This is an optimization exercise on Yosys and OpenROAD, whose aim is small area, not a production implementation. RTL that was checked went through simulation tests only; none was proved equivalent to the original. Power and IR drop assume default switching activity.

job 6779:
// raiden_core
module raiden_core (
    input  wire        clk,
    input  wire        rst,
    input  wire        req_valid,
    input  wire        req_we,
    input  wire [7:0]  req_addr,
    input  wire [31:0] req_wdata,
    output wire        rsp_valid,
    output wire [31:0] rsp_rdata,
    output wire        rsp_err,
    input  wire [7:0]  trig_in,
    input  wire        uart_rx,
    output wire        out_o,
    output wire        out_oe,
    output wire        outn_o,
    output wire        outn_oe,
    output wire        armed_o,
    output wire        fired_o,
    output wire [15:0] pull_o
);
For scale: roughly 1,500 cells after synthesis, ~440 flip-flops, ~110 I/O pins, about 19,000 µm² of cells after synthesis.
Settings: LEC_CHECK=0, CAP_MARGIN=20, CORE_MARGIN=2, CORE_UTILIZATION=40, SLEW_MARGIN=20; clock period 10.0 ns.
standard.sh (not shown) runs the stock make flow with config.mk's settings and CLKGATE_MAP_FILE= SYNTH_SCRIPT=/design/flow/synth_recipe.tcl, a recipe that flattens the netlist after the stock synthesis.
==> flow/flow/run.sh <==
#!/bin/bash
# Standard layout with three changes: ABC maps the logic with an
# area-oriented script (flow/area.abc, via flow/synth.tcl which wraps the standard flow's
# own synthesis script); port buffers use the smallest buffer cell; the clock
# tree is built from clkbuf_4 with no dummy loads.
set -euo pipefail
export MY_ABC_SCRIPT="$PWD/flow/area.abc"
export FLOW_SYNTH_TCL="$PWD/synth_recipe.tcl"
bash standard.sh SYNTH_SCRIPT="$PWD/flow/synth.tcl" \
  BUFFER_PORTS_ARGS="-buffer_cell sky130_fd_sc_hd__buf_1" \
  CTS_ARGS="-sink_clustering_enable -repair_clock_nets -dont_use_dummy_load -buf_list sky130_fd_sc_hd__clkbuf_4 -sink_clustering_size 8 -sink_clustering_max_diameter 60" \
  finish > flow_standard.log 2>&1
==> flow/flow/area.abc <==
&get -n
&st
&dc2
&dch -f
&nf -R 1000
&st
&dc2
&dch -f
&nf -R 1000
&put
topo
dnsize -c
==> flow/flow/synth.tcl <==
# The standard synthesis script (synth_recipe.tcl), with the ABC logic
# mapping run from flow/area.abc (an area-oriented script) instead of
# ORFS's speed script. Flip-flop mapping, flattening and naming are unchanged.
proc abc {args} {
  set i [lsearch -exact $args -script]
  if {$i >= 0} {
    lset args [expr {$i + 1}] $::env(MY_ABC_SCRIPT)
  }
  yosys abc {*}$args
}
source $::env(FLOW_SYNTH_TCL)
Inputs modified between job 6779 and job 7140:
==> flow/flow/run.sh <==
#!/bin/bash
# Standard layout; port buffers use the smallest buffer cell; clock tree
# built from clkbuf_4/clkbuf_8 with no dummy loads.
set -euo pipefail
bash standard.sh BUFFER_PORTS_ARGS="-buffer_cell sky130_fd_sc_hd__buf_1" \
  CTS_ARGS="-sink_clustering_enable -repair_clock_nets -dont_use_dummy_load -buf_list {sky130_fd_sc_hd__clkbuf_4 sky130_fd_sc_hd__clkbuf_8} -sink_clustering_size 12 -sink_clustering_max_diameter 40" \
  finish > flow_standard.log 2>&1
removed: flow/flow/area.abc
removed: flow/flow/synth.tcl
## What came out
Via count of the first global-routing pass ended up about 2.6% lower on job 7140 than on job 6779.
Job 7140 vs. job 6779: core utilization down 0.60 points; flip-flop and latch share of the layout cell area lost 1.9 points; starting density of the core has decreased; total die area climbed 4.0%; share of total power in combinational logic about even.
[job 7140 vs job 6779] pre-CTS setup slack: higher in job 7140
The worst path arrival time reported for job 7140 is smaller than that of job 6779 by 0.74 ns.
Looking at required arrival time at the worst endpoint, job 7140 sits below job 6779.
The following lists how job 9873 was set up differently from job 7140:
- swapping 40 for 65 in CORE_UTILIZATION
==> flow/flow/run.sh <==
#!/bin/bash
# Standard layout with three changes: ABC maps the logic with an
# area-oriented script (flow/area.abc, via flow/synth.tcl which wraps the standard flow's
# own synthesis script); port buffers use the smallest buffer cell; the clock
# tree is built from clkbuf_4 (sink clusters of up to 8) with no dummy loads.
set -euo pipefail
export MY_ABC_SCRIPT="$PWD/flow/area.abc"
export FLOW_SYNTH_TCL="$PWD/synth_recipe.tcl"
bash standard.sh SYNTH_SCRIPT="$PWD/flow/synth.tcl" \
  BUFFER_PORTS_ARGS="-buffer_cell sky130_fd_sc_hd__buf_1" \
  CTS_ARGS="-sink_clustering_enable -repair_clock_nets -dont_use_dummy_load -buf_list sky130_fd_sc_hd__clkbuf_4 -sink_clustering_size 8 -sink_clustering_max_diameter 60" \
  finish > flow_standard.log 2>&1
==> flow/flow/area.abc (new file) <==
&get -n
&st
&dc2
&dch -f
&nf -R 1000
&st
&dc2
&dch -f
&nf -R 1000
&put
topo
dnsize -c
==> flow/flow/synth.tcl (new file) <==
# The standard synthesis script (synth_recipe.tcl), with the ABC logic
# mapping run from flow/area.abc (an area-oriented script) instead of
# ORFS's speed script. Flip-flop mapping, flattening and naming are unchanged.
proc abc {args} {
  set i [lsearch -exact $args -script]
  if {$i >= 0} {
    lset args [expr {$i + 1}] $::env(MY_ABC_SCRIPT)
  }
  yosys abc {*}$args
}
source $::env(FLOW_SYNTH_TCL)
==> notes.md <==
Run comparison: job 9873 highest metal layer used by the detailed router met4; job 7140 highest metal layer used by the detailed router met5
Delta (job 9873 minus job 7140): total of clock buffers placed in the layout now larger, simple-gate area share of the yosys netlist grew by 0.16 points, setup slack -0.44 ns.
For job 7414, these inputs were changed with respect to job 9873:
- CORE_UTILIZATION changed from 65 to 40
diff --git a/flow/flow/run.sh b/flow/flow/run.sh
--- a/flow/flow/run.sh
+++ b/flow/flow/run.sh
@@ -5 +5 @@
-# tree is built from clkbuf_4 (sink clusters of up to 8) with no dummy loads.
+# tree is built from clkbuf_4 with no dummy loads.
@@ -11 +11 @@
-  CTS_ARGS="-sink_clustering_enable -repair_clock_nets -dont_use_dummy_load -buf_list sky130_fd_sc_hd__clkbuf_4 -sink_clustering_size 8 -sink_clustering_max_diameter 60" \
+  CTS_ARGS="-sink_clustering_enable -repair_clock_nets -dont_use_dummy_load -buf_list sky130_fd_sc_hd__clkbuf_4 -sink_clustering_size 9 -sink_clustering_max_diameter 45" \
Findings:
For job 9873 and job 7414, there was not a single run that failed to finish clean. Looking at job 9873 and job 7414, the power is a wash. Job 7414 against job 9873: well-tap cell count rose by 223, global routing usage on met2 -19 points, die area went up by 61%. Changes observed in job 7414 relative to job 9873: worst hold slack after final layout now sits lower, post-route clock skew now larger, flip-flop and latch share of the layout cell area decreased 0.83 points.
What job 7049 does differently from job 7414 at the input level:
- GPL_TIMING_DRIVEN newly set to 0
diff --git a/flow/flow/run.sh b/flow/flow/run.sh
--- a/flow/flow/run.sh
+++ b/flow/flow/run.sh
@@ -5 +5 @@
-# tree is built from clkbuf_4 with no dummy loads.
+# tree is built from clkbuf_4/clkbuf_8 with no dummy loads.
@@ -11 +11 @@
-  CTS_ARGS="-sink_clustering_enable -repair_clock_nets -dont_use_dummy_load -buf_list sky130_fd_sc_hd__clkbuf_4 -sink_clustering_size 9 -sink_clustering_max_diameter 45" \
+  CTS_ARGS="-sink_clustering_enable -repair_clock_nets -dont_use_dummy_load -buf_list {sky130_fd_sc_hd__clkbuf_4 sky130_fd_sc_hd__clkbuf_8} -sink_clustering_size 12 -sink_clustering_max_diameter 40" \
==> comparison <==
Multi-input gate count of job 7049 is on par with job 7414. Changes observed in job 7049 relative to job 7414: synthesized cell count was more or less identical, post-route fraction of the period consumed by the critical path rose 5.4 points. Re total power: job 7049 is about 8% up on job 7414.
Changes in job 6452 relative to job 7049:
- GPL_TIMING_DRIVEN no longer set, was 0
- CORE_UTILIZATION now 65, was 40
diff --git a/flow/flow/run.sh b/flow/flow/run.sh
--- a/flow/flow/run.sh
+++ b/flow/flow/run.sh
@@ -5 +5 @@
-# tree is built from clkbuf_4/clkbuf_8 with no dummy loads.
+# tree is built from clkbuf_4 (sink clusters of up to 8) with no dummy loads.
@@ -11 +11 @@
-  CTS_ARGS="-sink_clustering_enable -repair_clock_nets -dont_use_dummy_load -buf_list {sky130_fd_sc_hd__clkbuf_4 sky130_fd_sc_hd__clkbuf_8} -sink_clustering_size 12 -sink_clustering_max_diameter 40" \
+  CTS_ARGS="-sink_clustering_enable -repair_clock_nets -dont_use_dummy_load -buf_list sky130_fd_sc_hd__clkbuf_4 -sink_clustering_size 10 -sink_clustering_max_diameter 40" \
==> comparison <==
- Against job 7049, job 6452 comes in 12 points higher on overall fraction of global-route tracks in use.
- Going from job 7049 to job 6452, switching power total shrank by a little under 10%.
- NOTE: worst slack on hold paths in job 6452 falls short of that of job 7049
- Going from job 7049 to job 6452, first-pass detailed-route iteration total increased by 2 relative to the old numbers; total of fill cells in the finished design lost about 50%; minimum setup slack in the final design +0.70 ns; transition time at the pin with the least slew margin now sits higher.

========
raiden_core, a different RTL version from the one above (not shown whole).
Size: about 1400 cells after synthesis, ~18000 um^2 of cells after synthesis.
clock: 10.0 ns
lec_check: 0
cap_margin: 20
core_margin: 2
core_utilization: 40
place_density: 0.75
slew_margin: 20
==> flow/flow/run.sh <==
#!/bin/bash
# Standard layout with three changes: ABC maps the logic with an
# area-oriented script (flow/area.abc, via flow/synth.tcl which wraps the standard flow's
# own synthesis script); port buffers use the smallest buffer cell; the clock
# tree is built from clkbuf_4 (sink clusters of up to 8) with no dummy loads.
set -euo pipefail
export MY_ABC_SCRIPT="$PWD/flow/area.abc"
export FLOW_SYNTH_TCL="$PWD/synth_recipe.tcl"
bash standard.sh SYNTH_SCRIPT="$PWD/flow/synth.tcl" \
  BUFFER_PORTS_ARGS="-buffer_cell sky130_fd_sc_hd__buf_1" \
  CTS_ARGS="-sink_clustering_enable -repair_clock_nets -dont_use_dummy_load -buf_list sky130_fd_sc_hd__clkbuf_4 -sink_clustering_size 8 -sink_clustering_max_diameter 60" \
  finish > flow_standard.log 2>&1
==> flow/flow/area.abc <==
&get -n
&st
&dc2
&dch -f
&nf -R 1000
&st
&dc2
&dch -f
&nf -R 1000
&put
topo
dnsize -c
==> flow/flow/synth.tcl <==
# The standard synthesis script (synth_recipe.tcl), with the ABC logic
# mapping run from flow/area.abc (an area-oriented script) instead of
# ORFS's speed script. Flip-flop mapping, flattening and naming are unchanged.
proc abc {args} {
  set i [lsearch -exact $args -script]
  if {$i >= 0} {
    lset args [expr {$i + 1}] $::env(MY_ABC_SCRIPT)
  }
  yosys abc {*}$args
}
source $::env(FLOW_SYNTH_TCL)
Then changed:
Settings changed: PLACE_DENSITY 0.75 to default, SLEW_MARGIN 20 to 40.
The new run ran to the end with no violations.
Non-clock buffer count went up by 3.
First-iteration DRC count went down by 6.7%.
Clock-buffer cell count stays the same.
Final cell count hardly moves.
Utilization went up by 0.14 points.
Global-route usage went up by 1.7 points.
Clock power went up by about 1%.
Synthesized cell count does not change.
Then changed:
Settings changed: SLEW_MARGIN 40 to 20.
Effect: The changed run finished clean. Wire length stays flat. Sequential share of layout area goes up by 0.13 points. Sequential power stays flat. Setup slack gains 0.011 ns.
Then changed:
==> flow/flow/area.abc (replaced) <==
&get -n
&st
&dc2
&dch -f
&nf -R 1000
&st
&dc2
&dch -f
&nf -R 1000
&put
buffer -c
topo
upsize -c
dnsize -c
Outcome:
- The new run passed the timing, DRC and antenna checks
- clock-buffer cell count is unchanged
- combinational power is lower by a few percent
- flip-flop and latch count stays the same

========
## rev 12
Another version of the RTL of raiden_core (not shown whole).
Size in the first run: about 440 flip-flops, roughly 110 I/O pins, roughly 0.020 sq mm of cells after synthesis.
==> flow/config.mk <==
export PLATFORM = sky130hd
export DESIGN_NAME = raiden_core
export DESIGN_NICKNAME = raiden_core
export VERILOG_FILES = /design/flow/design.v
export SDC_FILE = /design/flow/constraint.sdc
export NUM_CORES = 4
export LEC_CHECK = 0
export CAP_MARGIN = 20
export CORE_MARGIN = 2
export CORE_UTILIZATION = 40
export SLEW_MARGIN = 20
==> flow/constraint.sdc <==
create_clock -name core_clock -period 10.0 [get_ports {clk}]
set_input_delay 2.0000 -clock core_clock [delete_from_list [all_inputs] [get_ports {clk}]]
set_output_delay 2.0000 -clock core_clock [all_outputs]
set_load 0.01 [all_outputs]
==> flow/flow/run.sh <==
#!/bin/bash
# Standard layout; port buffers use the smallest buffer cell; clock tree
# built from clkbuf_8 with larger sink clusters and no dummy loads.
set -euo pipefail
bash standard.sh BUFFER_PORTS_ARGS="-buffer_cell sky130_fd_sc_hd__buf_1" \
  CTS_ARGS="-sink_clustering_enable -repair_clock_nets -dont_use_dummy_load -buf_list sky130_fd_sc_hd__clkbuf_8 -sink_clustering_size 20 -sink_clustering_max_diameter 50" \
  finish > flow_standard.log 2>&1
Inputs modified between rev 12 and rev 13:
==> flow/flow/run.sh <==
#!/bin/bash
# Standard layout; port buffers use the smallest buffer cell; clock tree
# built from clkbuf_4/clkbuf_8 with no dummy loads.
set -euo pipefail
bash standard.sh BUFFER_PORTS_ARGS="-buffer_cell sky130_fd_sc_hd__buf_1" \
  CTS_ARGS="-sink_clustering_enable -repair_clock_nets -dont_use_dummy_load -buf_list {sky130_fd_sc_hd__clkbuf_4 sky130_fd_sc_hd__clkbuf_8} -sink_clustering_size 12 -sink_clustering_max_diameter 40" \
  finish > flow_standard.log 2>&1
[summary]
Cmp rev 13 and rev 12 / number of vias after detailed routing / lower: rev 12
Compared to rev 12, rev 13 has post-layout utilization of the core 0.38 points higher.
Going from rev 12 to rev 13, length of routed met3 wiring grew by a few percent.
Diff rev 12 -> rev 13: slack of the critical path shows an increase of 0.078 ns, number of antenna violations at the first check in global routing climbed 2, total power went up about 5%.
From rev 12 to rev 13 the numbers moved as follows: clock-buffer cell count climbed 14, area of all placed cells without fillers up 190 sq um.
No functional check of the RTL was part of any run of this note.

========
Setup of JK:
raiden_core, a different RTL version from the one above (not shown whole).
For scale: ~2,400 cells after synthesis, about 440 flip-flops, ~110 I/O pins, about 21,000 um2 of cells after synthesis.
Settings: LEC_CHECK=0, CAP_MARGIN=20, CORE_MARGIN=2, CORE_UTILIZATION=40, SLEW_MARGIN=20; clock period 10.0 ns.
run.sh (not shown) runs the stock make flow with config.mk's settings and CLKGATE_MAP_FILE= SYNTH_SCRIPT=/design/flow/synth_recipe.tcl, a recipe that flattens the netlist after the stock synthesis.
Stock flow here: none of the scripts above is used.
Per the final summary, JK finished and its layout is clean on timing, DRC and antenna.
> inputs changed (JK -> MS)
- CAP_MARGIN changed from 20 to 0
- SLEW_MARGIN changed from 20 to 0
- CORE_UTILIZATION changed from 40 to 60
[summary]
On setup slack: between MS and JK, it ends up lower for JK.
Comparing final worst-path cycle share for MS and JK, the smaller number came from MS.
First-pass GRT wire length, MS vs JK: down by a few percent
The higher sequential share of layout area of MS and JK is in MS.
Share of power burned in combinational logic across MS and JK: no real change.
Number of cells on the worst reg-to-reg path, MS and JK: higher on MS
Worst setup path endpoint = pg_cnt[3]$_DFFE_PP_: MS; worst setup path endpoint = pg_cnt[26]$_DFFE_PP_: JK
Changes observed in MS relative to JK: cell-internal power went up by about 1.8%, area of the die has decreased, minimum hold slack saw an increase, total chip power went up by about 2.7%.

========
## v8
RTL: one of the versions met above, not the one the previous note started from.
Size: about 1500 cells after synthesis, ~440 flip-flops, ~0.019 mm² of cells after synthesis.
export LEC_CHECK = 0
export CAP_MARGIN = 20
export CORE_MARGIN = 2
export CORE_UTILIZATION = 40
export SLEW_MARGIN = 20
create_clock -name core_clock -period 10.0 [get_ports {clk}]
standard.sh (not shown) runs the stock make flow with config.mk's settings and CLKGATE_MAP_FILE= SYNTH_SCRIPT=/design/flow/synth_recipe.tcl, a recipe that flattens the netlist after the stock synthesis.
==> flow/flow/run.sh <==
#!/bin/bash
# Standard layout with three changes: ABC maps the logic with an
# area-oriented script (flow/area.abc, via flow/synth.tcl which wraps the standard flow's
# own synthesis script); port buffers use the smallest buffer cell; the clock
# tree is built from clkbuf_4 (sink clusters of up to 8) with no dummy loads.
set -euo pipefail
export MY_ABC_SCRIPT="$PWD/flow/area.abc"
export FLOW_SYNTH_TCL="$PWD/synth_recipe.tcl"
bash standard.sh SYNTH_SCRIPT="$PWD/flow/synth.tcl" \
  BUFFER_PORTS_ARGS="-buffer_cell sky130_fd_sc_hd__buf_1" \
  CTS_ARGS="-sink_clustering_enable -repair_clock_nets -dont_use_dummy_load -buf_list sky130_fd_sc_hd__clkbuf_4 -sink_clustering_size 8 -sink_clustering_max_diameter 60" \
  finish > flow_standard.log 2>&1
==> flow/flow/area.abc <==
&get -n
&st
&dc2
&dch -f
&nf -R 1000
&st
&dc2
&dch -f
&nf -R 1000
&put
topo
dnsize -c
Scripts as last shown in full above: flow/flow/synth.tcl
The following lists how v56 was set up differently from v8:
diff --git a/flow/flow/run.sh b/flow/flow/run.sh
--- a/flow/flow/run.sh
+++ b/flow/flow/run.sh
@@ -5 +5 @@
-# tree is built from clkbuf_4 (sink clusters of up to 8) with no dummy loads.
+# tree is built from clkbuf_4/clkbuf_8 with no dummy loads.
@@ -11 +11 @@
-  CTS_ARGS="-sink_clustering_enable -repair_clock_nets -dont_use_dummy_load -buf_list sky130_fd_sc_hd__clkbuf_4 -sink_clustering_size 8 -sink_clustering_max_diameter 60" \
+  CTS_ARGS="-sink_clustering_enable -repair_clock_nets -dont_use_dummy_load -buf_list {sky130_fd_sc_hd__clkbuf_4 sky130_fd_sc_hd__clkbuf_8} -sink_clustering_size 12 -sink_clustering_max_diameter 40" \
### Flow results
No stage failed in v56, and the final checks on the layout all came back clean. v8 did not stop at any stage, and its layout met the timing, DRC and antenna checks. Detailed-routed wire length on met2 shrinks slightly when moving from v8 to v56. The estimated power of v56 ends up higher than the estimate for v8. The first-pass detailed-route iteration total in v56 sits 2 below the value recorded for v8. Summary of v56 over v8: final cell count dropped 0.32%; wire length of the first global-routing pass barely changed; post-layout minimum cycle time dropped 0.056 ns; worst setup slack after layout climbed 0.056 ns. Growth of design area from synthesis to finish came out higher on v56 than on v8. Going from v8 to v56, the fraction of met1 tracks used by global routing was found to have gone down by 0.17 points. Going from v8 to v56, the fraction of area in clock buffers and inverters was found to have gone up by 1.3 points. Switching fraction of total power, v8 and v56: higher on v8.
### v56 -> v28
diff --git a/flow/flow/run.sh b/flow/flow/run.sh
--- a/flow/flow/run.sh
+++ b/flow/flow/run.sh
@@ -5 +5 @@
-# tree is built from clkbuf_4/clkbuf_8 with no dummy loads.
+# tree is built from clkbuf_4 with no dummy loads.
@@ -11 +11 @@
-  CTS_ARGS="-sink_clustering_enable -repair_clock_nets -dont_use_dummy_load -buf_list {sky130_fd_sc_hd__clkbuf_4 sky130_fd_sc_hd__clkbuf_8} -sink_clustering_size 12 -sink_clustering_max_diameter 40" \
+  CTS_ARGS="-sink_clustering_enable -repair_clock_nets -dont_use_dummy_load -buf_list sky130_fd_sc_hd__clkbuf_4 -sink_clustering_size 10 -sink_clustering_max_diameter 60" \
### Flow results
v28: flow completed, timing, DRC and antenna clean. Looking at power spent charging and discharging nets across both flows, v28 is the stronger of the two, with v56 trailing. In terms of final worst-path setup slack, v56 and v28 differ only marginally. Summary of v28 over v56: cell area after layout -1.7%; wire length of the first global-routing pass closely matched the old numbers; met1 usage in global routing went up.
--- input diff v28..v10 ---
diff --git a/flow/flow/run.sh b/flow/flow/run.sh
--- a/flow/flow/run.sh
+++ b/flow/flow/run.sh
@@ -11 +11 @@
-  CTS_ARGS="-sink_clustering_enable -repair_clock_nets -dont_use_dummy_load -buf_list sky130_fd_sc_hd__clkbuf_4 -sink_clustering_size 10 -sink_clustering_max_diameter 60" \
+  CTS_ARGS="-sink_clustering_enable -repair_clock_nets -dont_use_dummy_load -buf_list sky130_fd_sc_hd__clkbuf_4 -sink_clustering_size 10 -sink_clustering_max_diameter 30" \
--- outcome ---
Status | v10 and v28 | clean
v28 has a lower count of clock-buffer cells in the layout than v10.
Summary: with v28 as the reference, sum of internal, switching and leakage power in v10 moved up by a few percent.
Leakage power total was higher in v10 than in v28.
v10 ended with more clock skew than v28.
| final cell area excluding filler cells | lower: v28 |
Any difference in power drawn by the combinational cells between v28 and v10 is small enough to ignore.
[v10] iteration count of the initial detailed-routing pass rose 3 relative to v28

==> what the ideal ports hide <==
Ports are ideal in the flow. The routed layouts listed here were re-timed in OpenROAD. Step 1 assumes that a clkbuf_16 drives the clock port and a buf_2 every other input. Step 2 times the ports against the registers' clock, not the clock port: input delays grow and output delays shrink by t, the midpoint of the rising clock arrivals with the driver on. Slacks: ideal ports / drivers / drivers and shift; pairs: ideal ports / drivers.
run | shift t [ns] | setup WS [ns] | clock arrival spread, ns | worst register clock-pin slew, ns | worst data-port slew with drivers (ns)
job 6779 | 0.797 | 1.450 / 1.450 / 1.450 | 0.045 / 0.045 | 0.11 / 0.11 | 0.06
job 7140 | 0.658 | 2.002 / 2.002 / 2.002 | 0.039 / 0.038 | 0.08 / 0.08 | 0.04
job 9873 | 0.762 | 1.564 / 1.564 / 1.564 | 0.052 / 0.052 | 0.10 / 0.10 | 0.06
job 7414 | 0.796 | 1.462 / 1.462 / 1.462 | 0.077 / 0.077 | 0.11 / 0.11 | 0.06
job 7049 | 0.673 | 0.921 / 0.921 / 0.921 | 0.051 / 0.050 | 0.08 / 0.08 | 0.06
job 6452 | 0.764 | 1.624 / 1.624 / 1.624 | 0.095 / 0.095 | 0.11 / 0.11 | 0.06
the first run of note 2 | 0.786 | 2.545 / 2.545 / 2.545 | 0.093 / 0.093 | 0.10 / 0.10 | 0.06
the second run of note 2 | 0.856 | 2.615 / 2.615 / 2.615 | 0.048 / 0.048 | 0.10 / 0.10 | 0.04
the third run of note 2 | 0.854 | 2.626 / 2.626 / 2.626 | 0.095 / 0.095 | 0.11 / 0.11 | 0.04
the fourth run of note 2 | 0.792 | 2.731 / 2.731 / 2.731 | 0.053 / 0.053 | 0.10 / 0.10 | 0.04
rev 12 | 0.621 | 1.264 / 1.264 / 1.264 | 0.107 / 0.108 | 0.12 / 0.12 | 0.05
rev 13 | 0.689 | 1.342 / 1.342 / 1.342 | 0.071 / 0.072 | 0.09 / 0.09 | 0.05
JK | 0.615 | 3.251 / 3.281 / 2.666 | 0.016 / 0.016 | 0.06 / 0.06 | 0.06
MS | 0.637 | 3.619 / 3.647 / 3.010 | 0.032 / 0.033 | 0.06 / 0.06 | 0.07
v8 | 0.797 | 1.450 / 1.450 / 1.450 | 0.045 / 0.045 | 0.11 / 0.11 | 0.06
v56 | 0.684 | 1.506 / 1.506 / 1.506 | 0.042 / 0.041 | 0.08 / 0.08 | 0.07
v28 | 0.797 | 1.508 / 1.508 / 1.508 | 0.063 / 0.063 | 0.12 / 0.12 | 0.06
v10 | 0.813 | 1.472 / 1.472 / 1.472 | 0.085 / 0.084 | 0.10 / 0.10 | 0.07
After both steps every run listed still meets setup and hold. The setup slack of MS, which loses most, moves by +0.028 ns with the drivers and by -0.609 ns with both steps.
